This is an optimization exercise on Yosys and OpenROAD, whose aim is small area, a short achievable clock period and few clock cycles per item, not a production implementation.
RTL that was checked went through simulation tests only; none was proved equivalent to the original.

==> inputs of run H <==
## pwm_engine
module pwm_engine (
    input             clk,
    input             rst,         
    input             bus_valid,
    input             bus_write,
    input      [3:0]  bus_addr,    
    input      [1:0]  bus_size,    
    input      [31:0] bus_wdata,
    output            bus_ready,
    output     [31:0] bus_rdata,
    output            bus_err,
    output            ev_valid,
    output     [3:0]  ev_kind,
    output     [7:0]  ev_tmr,
    output     [2:0]  ev_ch,
    output     [31:0] ev_data,
    input             ev_ready
);
==> flow/config.mk <==
export PLATFORM = sky130hd
export DESIGN_NAME = pwm_engine
export DESIGN_NICKNAME = pwm_engine
export VERILOG_FILES = /design/flow/design.v
export SDC_FILE = /design/flow/constraint.sdc
export NUM_CORES = 4
export LEC_CHECK = 0
export CAP_MARGIN = 20
export CORE_MARGIN = 2
export CORE_UTILIZATION = 40
export SLEW_MARGIN = 20
==> flow/constraint.sdc <==
create_clock -name core_clock -period 25.0 [get_ports {clk}]
set_input_delay 5.0000 -clock core_clock [delete_from_list [all_inputs] [get_ports {clk}]]
set_output_delay 5.0000 -clock core_clock [all_outputs]
set_load 0.01 [all_outputs]
standard.sh (not shown) runs the stock make flow with config.mk's settings and CLKGATE_MAP_FILE= SYNTH_SCRIPT=/design/flow/synth_recipe.tcl, a recipe that flattens the netlist after the stock synthesis.
==> flow/flow/run.sh <==
#!/bin/bash
# The standard layout (the standard.sh, standard synthesis unchanged), with
# ORFS's repair_timing asked to leave SETUP_SLACK_MARGIN ns of setup slack at
# the design's clock, so that the paths it achieves are optimised below it,
# and plain buffers (resizable) as the port buffers.
set -uo pipefail
MARGIN=14
if ! bash standard.sh synth > synth.log 2>&1; then tail -40 synth.log; exit 1; fi
if ! bash standard.sh SETUP_SLACK_MARGIN=$MARGIN "BUFFER_PORTS_ARGS=-buffer_cell sky130_fd_sc_hd__buf_4" finish > layout.log 2>&1; then tail -40 layout.log; exit 1; fi
==> run D (differences from run H) <==
--- a/flow/design.v
+++ b/flow/design.v
@@ -78,17 +78,17 @@
     reg        cur_act;
     reg        cur_reg;
     reg        is_start;
     reg        pbad_r;      
     reg        fq_run;      
     reg        rel_go;      
     reg        qr_go;       
     reg        qr_go2;      
-    reg [6:0]  qm_r;        
+    reg [22:0] qxm_r;       
     reg        qr_ok;       
     reg [31:0] rel_r;
     reg [1:0]  rv_sel;      
     reg [9:0]  cu_d;
     reg [22:0] cu_q;
     reg [9:0]  cu_r;
     reg        ev_valid_r;
     reg [3:0]  ev_kind_r;
@@ -201,19 +201,24 @@
                            ((c_op == OP_RDENG) && (c_v[9:8] == 2'd2)));
     wire c_quick = !c_ok || (c_op == OP_CONFIG) ||
                    (((c_op == OP_RDDESC) || (c_op == OP_RDENG)) && !c_rdsh);
     assign ev_valid = first ? fe_valid : ev_valid_r;
     assign ev_kind  = first ? fe_kind : ev_kind_r;
     assign ev_tmr   = {6'd0, first ? (fe_own ? c_t : 2'd0) : ev_tmr_r};
     assign ev_ch    = first ? (fe_own ? c_ch : 3'd0) : ev_ch_r;
     wire out_free = !ev_valid_r || ev_ready;
-    wire done_now = first ? ((fe_valid && c_single && ev_ready) || c_quick)
-                          : ((ph == PH_END) && out_free && !qr_go && !qr_go2) || (ph == PH_RDSH);
-    assign bus_ready = rej || (busy ? done_now : !(bus_write && !bus_addr[3] && bus_addr[2]));
+    wire dn_end   = (ph == PH_END) && !qr_go && !qr_go2;
+    wire dn_now   = first ? c_quick : ((dn_end && !ev_valid_r) || (ph == PH_RDSH));
+    wire dn_ev    = first ? (fe_valid && c_single) : dn_end;
+    wire done_now = dn_now || (dn_ev && ev_ready);
+    wire rdy_reg  = rej || (busy && dn_now);       
+    wire rdy_ev   = busy && dn_ev;
+    assign bus_ready = rdy_reg || (rdy_ev && ev_ready) ||
+                       (!busy && !(bus_write && !bus_addr[3] && bus_addr[2]));
     wire        f_sign = c_v[31];
     wire [7:0]  f_exp  = c_v[30:23];
     wire [23:0] f_mant = {(f_exp != 8'd0), c_v[22:0]};
     wire [27:0] f_m10  = {f_mant, 3'b000} + {3'b000, f_mant, 1'b0};
     wire [7:0]  f_s    = 8'd133 - f_exp;                  
     wire [11:0] f_t    = f_m10[27:16] >> f_s[3:0];        
     wire [10:0] f_y    = ({1'b0, f_t} + 13'd1) >> 1;      
     wire        f_zero = (f_exp <= 8'd121);               
@@ -396,17 +401,18 @@
         q10_rem = 4'd0;
         q10 = 20'd0;
         for (n = 4; n >= 0; n = n - 1) begin
             q10_t = dstep10({q10_rem, c_v[4*n +: 4]});
             q10[4*n +: 4] = q10_t[7:4];
             q10_rem = q10_t[3:0];
         end
     end
-    wire [31:0] cu_t1 = cu_d * cu_q;
+    wire [22:0] cu_qi = qr_go2 ? qr_q : cu_q;
+    wire [31:0] cu_t1 = cu_d * cu_qi;
     wire [19:0] cu_dr = cu_d * cu_r;
     wire [38:0] cu_drm = cu_dr * 20'd536871;
     wire [9:0]  cu_t2 = cu_drm[38:29];
     wire [6:0]  cu_k  = (cu_d == 10'd0) ? 7'd0 : (cu_d == 10'd1000) ? 7'd100 : 7'd1;
     wire [31:0] ev_sum = ev_t1 + {22'd0, ev_t2} + {25'd0, ev_k};
     assign ev_data = ev_sum;
     reg [N_DESC-1:0] match;
     reg [15:0] mask_c;
@@ -438,22 +444,23 @@
         endcase
     end
     wire [31:0] rm_s  = d_cs[c_i];
     wire [31:0] rel_c = rm_v * rm_s + 32'd2;
     wire [28:0] qx   = rel_r[31:3];
     wire [12:0] qs1  = qx[6:0] + 3 * qx[13:7] + 9 * qx[20:14] + 27 * qx[27:21] + (qx[28] ? 13'd81 : 13'd0);
     wire [7:0]  qs2  = qs1[6:0] + 3 * qs1[12:7];
     wire [6:0]  qm   = (qs2 >= 8'd125) ? qs2 - 8'd125 : qs2[6:0];
-    wire [22:0] qr_q = (qx[22:0] - {16'd0, qm_r}) * 23'h6978d5;
+    wire [22:0] qxm  = qx[22:0] - {16'd0, qm};
+    wire [22:0] qr_q = qxm_r * 23'h6978d5;
     reg [4:0] fq_len;
     always @* begin
         fq_len = 5'd0;
         for (n = 0; n < 17; n = n + 1)
-            if (q_r[n]) fq_len = n + 1;
+            if (q10[n]) fq_len = n + 1;
     end
     reg [19:0] fq_rem0;
     reg [19:0] fq_sh0;
     reg [3:0]  fq_cnt0;
     always @* begin
         case (fq_len)
             5'd1: begin fq_rem0 = 20'd0; fq_sh0 = 20'd400000; fq_cnt0 = 4'd8; end
             5'd2: begin fq_rem0 = 20'd1; fq_sh0 = 20'd551424; fq_cnt0 = 4'd7; end
@@ -561,26 +568,26 @@
                                  ((w_op == OP_SETFREQ) && (operand_r >= 32'd1000010)) ? 2'd3 : 2'd0;
                     cur_t     <= w_dt;
                     cur_ch    <= dc_ch;
                     cur_duty  <= dc_duty;
                     cur_cfg   <= w_idx_ok && d_cfg[w_i];
                     cur_act   <= w_idx_ok && d_act[w_i];
                     cur_reg   <= w_reg;
                     q_r       <= q10[16:0];
+                    fq_rem    <= fq_rem0;
+                    fq_sh     <= fq_sh0;
+                    fq_cnt    <= fq_cnt0;
                     qbig_r    <= (operand_r >= 32'd1000010);
                     qzero_r   <= (operand_r < 32'd10);
                 end
             end
             if (busy && first) begin
                 is_start <= (c_op == OP_START);
                 fq_run   <= c_ok && (c_op == OP_SETFREQ) && !qbig_r;
-                fq_rem   <= fq_rem0;
-                fq_sh    <= fq_sh0;
-                fq_cnt   <= fq_cnt0;
                 if (c_ok && c_fq0) begin
                     sh_q[c_t]   <= 23'd0;
                     sh_r[c_t]   <= 10'd2;
                     sh_v[c_t]   <= 1'b1;
                     cu_q        <= 23'd0;
                     cu_r        <= 10'd2;
                     qr_ok       <= 1'b1;
                 end
@@ -686,17 +693,17 @@
                             ev_t1      <= rel_r;
                             ev_t2      <= 10'd0;
                             ev_k       <= 7'd0;
                             ph         <= PH_SCAN;
                         end
                     end
                     PH_SCAN: begin
                         if (s1_v) begin
-                            if (qr_ok) begin
+                            if (qr_ok || qr_go2) begin
                                 ev_valid_r <= 1'b1;
                                 ev_kind_r  <= E_WR_COMPARE;
                                 ev_tmr_r   <= cur_t;
                                 ev_ch_r    <= s1_ch;
                                 ev_t1      <= cu_t1;
                                 ev_t2      <= cu_t2;
                                 ev_k       <= cu_k;
                                 s1_v       <= (mask_r != 16'd0);
@@ -734,38 +741,41 @@
                         ev_t2      <= 10'd0;
                         ev_k       <= 7'd0;
                         ph         <= PH_END;
                     end
                     default: ;
                     endcase
                 end
             end
-            if (busy && !first && fq_run) begin
+            if (busy && (first || fq_run)) begin
                 fq_rem <= fq_rem_n;
                 fq_sh  <= fq_sh_n;
                 fq_cnt <= fq_cnt - 4'd1;
                 if (fq_cnt == 4'd0) begin
                     fq_run <= 1'b0;
-                    rel_go <= 1'b1;
-                    rv_sel <= 2'd2;
+                    if (!first || (c_ok && (c_op == OP_SETFREQ) && !qbig_r)) begin
+                        rel_go <= 1'b1;
+                        rv_sel <= 2'd2;
+                    end
                 end
             end
             if (busy && rel_go) begin
                 rel_r <= rel_c;
                 qr_go <= 1'b1;
             end
-            if (qr_go)
-                qm_r <= qm;
+            if (qr_go) begin
+                qxm_r       <= qxm;
+                cu_r        <= {qm, rel_r[2:0]};
+                sh_r[cur_t] <= {qm, rel_r[2:0]};
+            end
             if (qr_go2) begin
                 sh_q[cur_t] <= qr_q;
-                sh_r[cur_t] <= {qm_r, rel_r[2:0]};
                 sh_v[cur_t] <= 1'b1;
                 cu_q        <= qr_q;
-                cu_r        <= {qm_r, rel_r[2:0]};
                 qr_ok       <= 1'b1;
             end
             if (per_we)
                 d_per[c_i] <= per_wd;
             if (duty_we)
                 d_duty[c_i] <= duty_wd;
             if (busy && done_now) begin
                 busy     <= 1'b0;
CORE_UTILIZATION = 60   (was 40)
==> run Z (differences from run H) <==
--- a/flow/design.v
+++ b/flow/design.v
@@ -104,25 +104,26 @@
     reg        qbig_r;      
     reg        qzero_r;     
     reg [3:0]  fq_cnt;      
     reg [19:0] fq_rem;
     reg [19:0] fq_sh;       
     integer n;
     wire acc_bad = (bus_size != 2'd2) || (bus_addr[1:0] != 2'd0);
     wire acc_cmd = bus_write && !acc_bad && (bus_addr[3:2] == 2'd1);
-    wire acc_ok = bus_size[1] && !bus_size[0] && !bus_addr[1] && !bus_addr[0];
-    wire rs_op  = acc_ok && !bus_addr[3] && !bus_addr[2];
-    wire rs_cmd = acc_ok && !bus_addr[3] &&  bus_addr[2];
-    wire rs_st  = acc_ok &&  bus_addr[3] && !bus_addr[2];
-    wire rs_rd  = acc_ok &&  bus_addr[3] &&  bus_addr[2];
-    assign bus_rdata = ({32{rs_op}}  & operand_r) |
-                       ({32{rs_cmd}} & command_r) |
-                       ({32{rs_st}}  & {19'd0, reg_cnt, lastop_r, code_r}) |
-                       ({32{rs_rd}}  & rdata_r);
+    reg [31:0] rd_mux;
+    always @* begin
+        case (bus_addr[3:2])
+            2'd0: rd_mux = operand_r;
+            2'd1: rd_mux = command_r;
+            2'd2: rd_mux = {19'd0, reg_cnt, lastop_r, code_r};
+            default: rd_mux = rdata_r;
+        endcase
+    end
+    assign bus_rdata = acc_bad ? 32'd0 : rd_mux;
     assign bus_err   = !busy && acc_bad;
     wire [3:0] w_op = bus_wdata[31:28];
     wire [4:0] w_i  = bus_wdata[20:16];
     wire       w_idx_ok = (bus_wdata[23:16] < N_DESC);
     wire [1:0] w_dt = d_tmr[w_i];
     wire [1:0] w_t  = (w_op == OP_RDENG) ? operand_r[1:0] : w_dt;
     reg w_reg;
     always @* begin
==> flow/flow/run.sh (replaced) <==
#!/bin/bash
# The standard layout (the standard.sh, standard synthesis unchanged), with
# ORFS's repair_timing asked to leave SETUP_SLACK_MARGIN ns of setup slack at
# the design's clock, so that the paths it achieves are optimised below it.
set -uo pipefail
MARGIN=14
if ! bash standard.sh synth > synth.log 2>&1; then tail -40 synth.log; exit 1; fi
if ! bash standard.sh SETUP_SLACK_MARGIN=$MARGIN finish > layout.log 2>&1; then tail -40 layout.log; exit 1; fi
==> impl_metrics.tcl <==
set metrics [dict create \
    final_cell_mix "edfxtp_1, inv_1, nand2_1" \
    layout.filler_cells 32062 \
    critical_path.reg2reg.endpoint "ev_t2[6]$_DFFE_PN_" \
    pg_clk_mw 3.59 \
    area_fraction_in_compound_gates_after_synthesis_pct 8.130 \
    placement.setup.worst_slack_ns 12.08 \
    postLayoutCellArea_sq_um 160300 \
    relSlewSlack_pct 13.99 \
    critical_path_buf_inv_count 5 \
    synth_edf_count 2058 \
    synth_common_cells "edfxtp_1, inv_1, nand2_1" \
    pwr_density_cell_nw_per_um2 146.5 \
    status "finished clean" \
    initial_core_util_pct 40.15 \
]
# the run above: run Z

==> impl_metrics.tcl <==
set metrics [dict create \
    final_cell_mix "edfxtp_1, inv_1, nand2_1" \
    area_fraction_in_compound_gates_after_synthesis_pct 7.693 \
    initial_core_util_pct 40.11 \
    synth_edf_count 2058 \
    status "finished clean" \
    placement.setup.worst_slack_ns 13.26 \
    relSlewSlack_pct 19.33 \
    leakage_nw 59.78 \
    pg_clk_mw 3.56 \
    postLayoutCellArea_sq_um 159300 \
    layout.filler_cells 31954 \
    critical_path_buf_inv_count 4 \
]
# the run above: run H

==> impl_metrics.tcl <==
set metrics [dict create \
    pg_clk_mw 3.45 \
    initial_core_util_pct 60.43 \
    pwr_density_cell_nw_per_um2 151.5 \
    critical_path.reg2reg.endpoint "ev_t2[8]$_DFFE_PN_" \
    layout.filler_cells 17091 \
    status "finished clean" \
    synth_common_cells "edfxtp_1, inv_1, nand2_1" \
    critical_path_buf_inv_count 4 \
    relSlewSlack_pct 7.150 \
    placement.setup.worst_slack_ns 11.69 \
    synth_edf_count 2074 \
]
# the run above: run D

Testbench counts of run D, summed over its fixed seeds: cycles 24,060, commands 3,712.
Testbench counts of run Z, summed over its fixed seeds: cycles 24,974, commands 3,712.
For run H, only the layout was checked, not whether the RTL still works.

* * *

==> job 9476 <==
Another version of the RTL of pwm_engine (not shown whole).
clock: 25.0 ns
lec_check: 0
cap_margin: 20
core_margin: 2
core_utilization: 40
cts_cluster_diameter: 150
cts_cluster_size: 22
slew_margin: 20
==> flow/flow/run.sh <==
#!/bin/bash
# The standard layout (the standard.sh, standard synthesis unchanged), with
# ORFS's repair_timing asked to leave SETUP_SLACK_MARGIN ns of setup slack at
# the design's clock, so that the paths it achieves are optimised below it,
# and plain buffers (resizable) as the port buffers.
set -uo pipefail
MARGIN=14
if ! bash standard.sh synth > synth.log 2>&1; then tail -40 synth.log; exit 1; fi
if ! bash standard.sh SETUP_SLACK_MARGIN=$MARGIN "BUFFER_PORTS_ARGS=-buffer_cell sky130_fd_sc_hd__buf_4" finish > layout.log 2>&1; then tail -40 layout.log; exit 1; fi
==> inputs of job 8646, as changes to job 9476 <==
CTS_CLUSTER_DIAMETER = 60   (was 150)
CTS_CLUSTER_SIZE = 30   (was 22)
==> inputs of job 6120, as changes to job 9476 <==
CTS_CLUSTER_DIAMETER = default   (was 150)
CTS_CLUSTER_SIZE = default   (was 22)
==> out/results.ini <==
[drt]
drtPass1Iterations=7
wirelength_mm=475

[final_layout]
sh_seq_area_pct=42.5
multi_input_area_share_pct=44.2
n_all_buffers=589
multi_input_area_um2=69200

[setup_path]
r2r-end=ev_t1[31]
crit_arrival_ns=6.27

[global_route]
grt_usage_pct=26.4

[pwr]
clk-power_uw=3070

[clocking]
cts_setup_buffers=67

[status]
status=timing/DRC/antenna clean

[end of results for job 8646]
==> out/results.ini <==
[final_layout]
largest_class=multi-input gates
multi_input_area_share_pct=43.7
n_all_buffers=585
multi_input_area_um2=69200

[clocking]
cts_setup_buffers=61

[drt]
wirelength_mm=477
drtPass1Iterations=8

[pwr]
clk-power_uw=3600

[status]
status=timing/DRC/antenna clean

[setup_path]
r2r-end=ev_t1[31]

[end of results for job 6120]
==> out/results.ini <==
[setup_path]
crit_arrival_ns=6.27
r2r-end=ev_t1[30]

[drt]
drt_iter0_markers=11124
drtPass1Iterations=6

[final_layout]
multi_input_area_share_pct=45.0
n_all_buffers=583
sh_seq_area_pct=43.4

[clocking]
cts_setup_buffers=68

[status]
status=timing/DRC/antenna clean

[end of results for job 9476]
Testbench counts of job 9476, summed over its fixed seeds: cycles 24,050, commands 3,712.
Testbench counts of job 8646, summed over its fixed seeds: cycles 24,050, commands 3,712.
Testbench counts of job 6120, summed over its fixed seeds: cycles 24,050, commands 3,712.

-- port drivers added, routing unchanged --
Ports are ideal in the flow. The routed layouts listed here were re-timed in OpenROAD. Step 1 assumes that a clkbuf_16 drives the clock port and a buf_2 every other input. Step 2 moves the port delays by t, midway between the first and last clock arrival at a register: inputs arrive t later, outputs are due t later. That takes back most of the time a late clock gives input paths. a / b / c = ideal / step 1 / step 2; a / b = the first two.
run	shift t [ns]	slack for setup (ns)	worst slew at a driven data input, ns
run H	1.038	13.755 / 13.628 / 13.628	0.33
run D	1.043	13.727 / 13.380 / 13.380	0.46
run Z	1.030	13.715 / 13.652 / 13.652	0.24
job 9476	1.023	13.735 / 13.234 / 13.234	0.62
job 8646	0.980	13.735 / 13.298 / 13.298	0.56
job 6120	1.024	13.722 / 13.341 / 13.341	0.54
After both steps setup and hold are still met in every run listed. The setup slack of job 9476, which loses most, moves by -0.501 ns with the drivers and by -0.501 ns with both steps.
